From an optimization exercise on the open Yosys and OpenROAD flow, aimed at small area; shortcuts taken in it are not production practice.
The RTL was checked by simulation tests, not by an equivalence proof against the original design.

## main
Design raster2d, start of the top module:
module raster2d (
    input  wire        clk,
    input  wire        rst,
    input  wire        host_valid,
    output wire        host_ready,
    input  wire [4:0]  host_slot,
    input  wire [3:0]  host_be,
    input  wire [31:0] host_data,
    input  wire [15:0] cfg_base,
    input  wire [15:0] cfg_pitch,
    output wire        mem_req,
    output wire        mem_we,
    output wire [15:0] mem_addr,
    output wire [7:0]  mem_wdata,
    input  wire        mem_ready,
    input  wire [7:0]  mem_rdata,
    output wire        idle
);
For scale: ~1300 cells after synthesis, about 310 flip-flops, ~110 I/O pins.
Settings: LEC_CHECK=0, CAP_MARGIN=10, CORE_MARGIN=2, CORE_UTILIZATION=65, GPL_TIMING_DRIVEN=0, SLEW_MARGIN=10; clock period 20.0 ns.
standard.sh (not shown) runs the stock make flow with config.mk's settings and CLKGATE_MAP_FILE= SYNTH_SCRIPT=/design/flow/synth_recipe.tcl, a recipe that flattens the netlist after the stock synthesis.
==> flow/flow/run.sh <==
#!/bin/bash
# Layout flow: the standard layout (standard.sh, unchanged synthesis,
# floorplan, power grid, placement, routing), with two changes to how the
# layout is made:
# - the port buffers that global placement adds to every input and output
#   are the smallest buffer cell, sky130_fd_sc_hd__buf_1;
# - clock tree synthesis uses sky130_fd_sc_hd__clkbuf_8 with sink clusters
#   of up to 15 flip-flops within 40 um, and inserts no dummy loads.
# The make output goes to standard.log; each ORFS step logs under orfs/logs.
export BUFFER_PORTS_ARGS="-buffer_cell sky130_fd_sc_hd__buf_1"
export CTS_ARGS="-sink_clustering_enable -repair_clock_nets -dont_use_dummy_load -buf_list sky130_fd_sc_hd__clkbuf_8 -sink_clustering_size 15 -sink_clustering_max_diameter 40"
bash standard.sh > standard.log 2>&1
Inputs modified between main and the feature branch:
diff --git a/flow/design.v b/flow/design.v
--- a/flow/design.v
+++ b/flow/design.v
@@ -194,15 +194,16 @@
     assign mem_addr  = z;
     assign mem_wdata = vv;
     wire [4:0]  hs   = host_slot;
     wire [3:0]  be   = host_be;
     wire [31:0] hd   = host_data;
     wire [15:0] hdm  = hd[15:0] & {16{~rst}};
     wire [7:0]  mflo = be[0] ? hd[7:0] : mf_latch;
-    wire [11:0] mfvm = {hd[11:8], mflo} & {12{~rst}};
+    wire [11:0] mfv  = {hd[11:8], mflo};
+    wire [11:0] mfvm = mfv & {12{~rst}};
     wire        l0   = acc && be[0];
     wire        l1   = acc && be[1];
     wire        mfc  = l1 && hs == 5'd15;
     wire [2:0]  ntype = hd[15:13];
     wire        go    = l1 && hs == 5'd6 && !hd[8] && maj_cnt != 16'd0 &&
                         (ntype == 3'd1 || ntype == 3'd2 || ntype == 3'd6 || ntype == 3'd7);
     always @(posedge clk) begin
@@ -265,15 +266,15 @@
                 endcase
             end
         end
         if (state == S_E2 && eh == 2'b01) eh <= cout ? 2'b11 : 2'b00;
     end
     always @(posedge clk) begin
         rg0 <= rg1; rg1 <= rg2; rg2 <= rg3; rg3 <= rg4;
-        rg4 <= (mfc && mfring) ? mfvm : clr ? 12'd0 : rg0;
+        rg4 <= (mfc && mfring) ? mfv : clr ? 12'd0 : rg0;
         if (rst) begin
             ph  <= 3'd0;
             clr <= 1'b1;
         end else begin
             ph  <= (ph == 3'd4) ? 3'd0 : ph + 3'd1;
             if (ph == 3'd4) clr <= 1'b0;
         end
@@ -301,15 +302,15 @@
                 S_J0:   if (ph == 3'd0) state <= (z[11:0] == 12'd0) ? S_IDLE : S_I0;
                 S_I0:   state <= S_C3;
                 S_C3:   if (ph == 3'd0) state <= S_C1;    
                 S_C1:   if (ph == 3'd4) state <= is_bp ? S_RS : S_RD;
                 S_RS:   if (mem_ready) state <= S_RDC;
                 S_RDC:  state <= mem_ready ? S_WR : S_RD;
                 S_RD:   if (mem_ready) state <= S_WR;
-                S_WR:   if (do_wr && !mem_ready) state <= S_RD;
+                S_WR:   if (!mem_ready) state <= S_RD;
                         else if (!is_line) state <= S_XST;
                         else state <= c_radial ? S_XS : S_E1;
                 S_XST:  state <= S_INC;
                 S_E1:   state <= S_E2;
                 S_E2:   state <= S_XS;
                 S_XS:   state <= S_DXS;
                 S_DXS:  state <= S_YS;
Results
The feature branch went all the way through the flow, and no timing, DRC or antenna check failed. Synthesis-to-layout area growth: higher on main. Relative to main, multi-input gate share of the layout cell area has gone down in the feature branch. Against main, the feature branch reports a wire length that is lower. The feature branch vs. main: peak per-stage delay on the critical path moved up, number of buffers added by the clock tree synthesis step moved down, overall die area moved down, total non-filler cell area in the finished layout moved down. main → the feature branch: worst setup slack decreased 0.53 ns; maximum frequency down 0.0032 GHz.

[separate check: timing with driven ports]
In the flow no input, the clock included, has a driving cell. The finished layouts below were timed again as built, in two steps.
Step 1 assumes that a clkbuf_16 drives the clock port and a buf_2 every other input.
Step 2, shift: input delay + t, output delay - t, t = (earliest + latest rising clock arrival at the registers) / 2. This alone moves slack from input paths to output paths.
a / b / c = ideal / step 1 / step 2; a / b = the first two.
run	shift t [ns]	slack for setup (ns)	worst setup path after step 2	cell pins on the clock port's net
main	0.590	7.369 / 7.346 / 7.346	input to output	1
the feature branch	0.568	6.841 / 6.812 / 6.812	input to output	1
After both steps setup and hold are still met in every run listed. For the feature branch, which loses most, drivers alone change the setup slack by -0.029 ns; drivers and shift together by -0.029 ns.
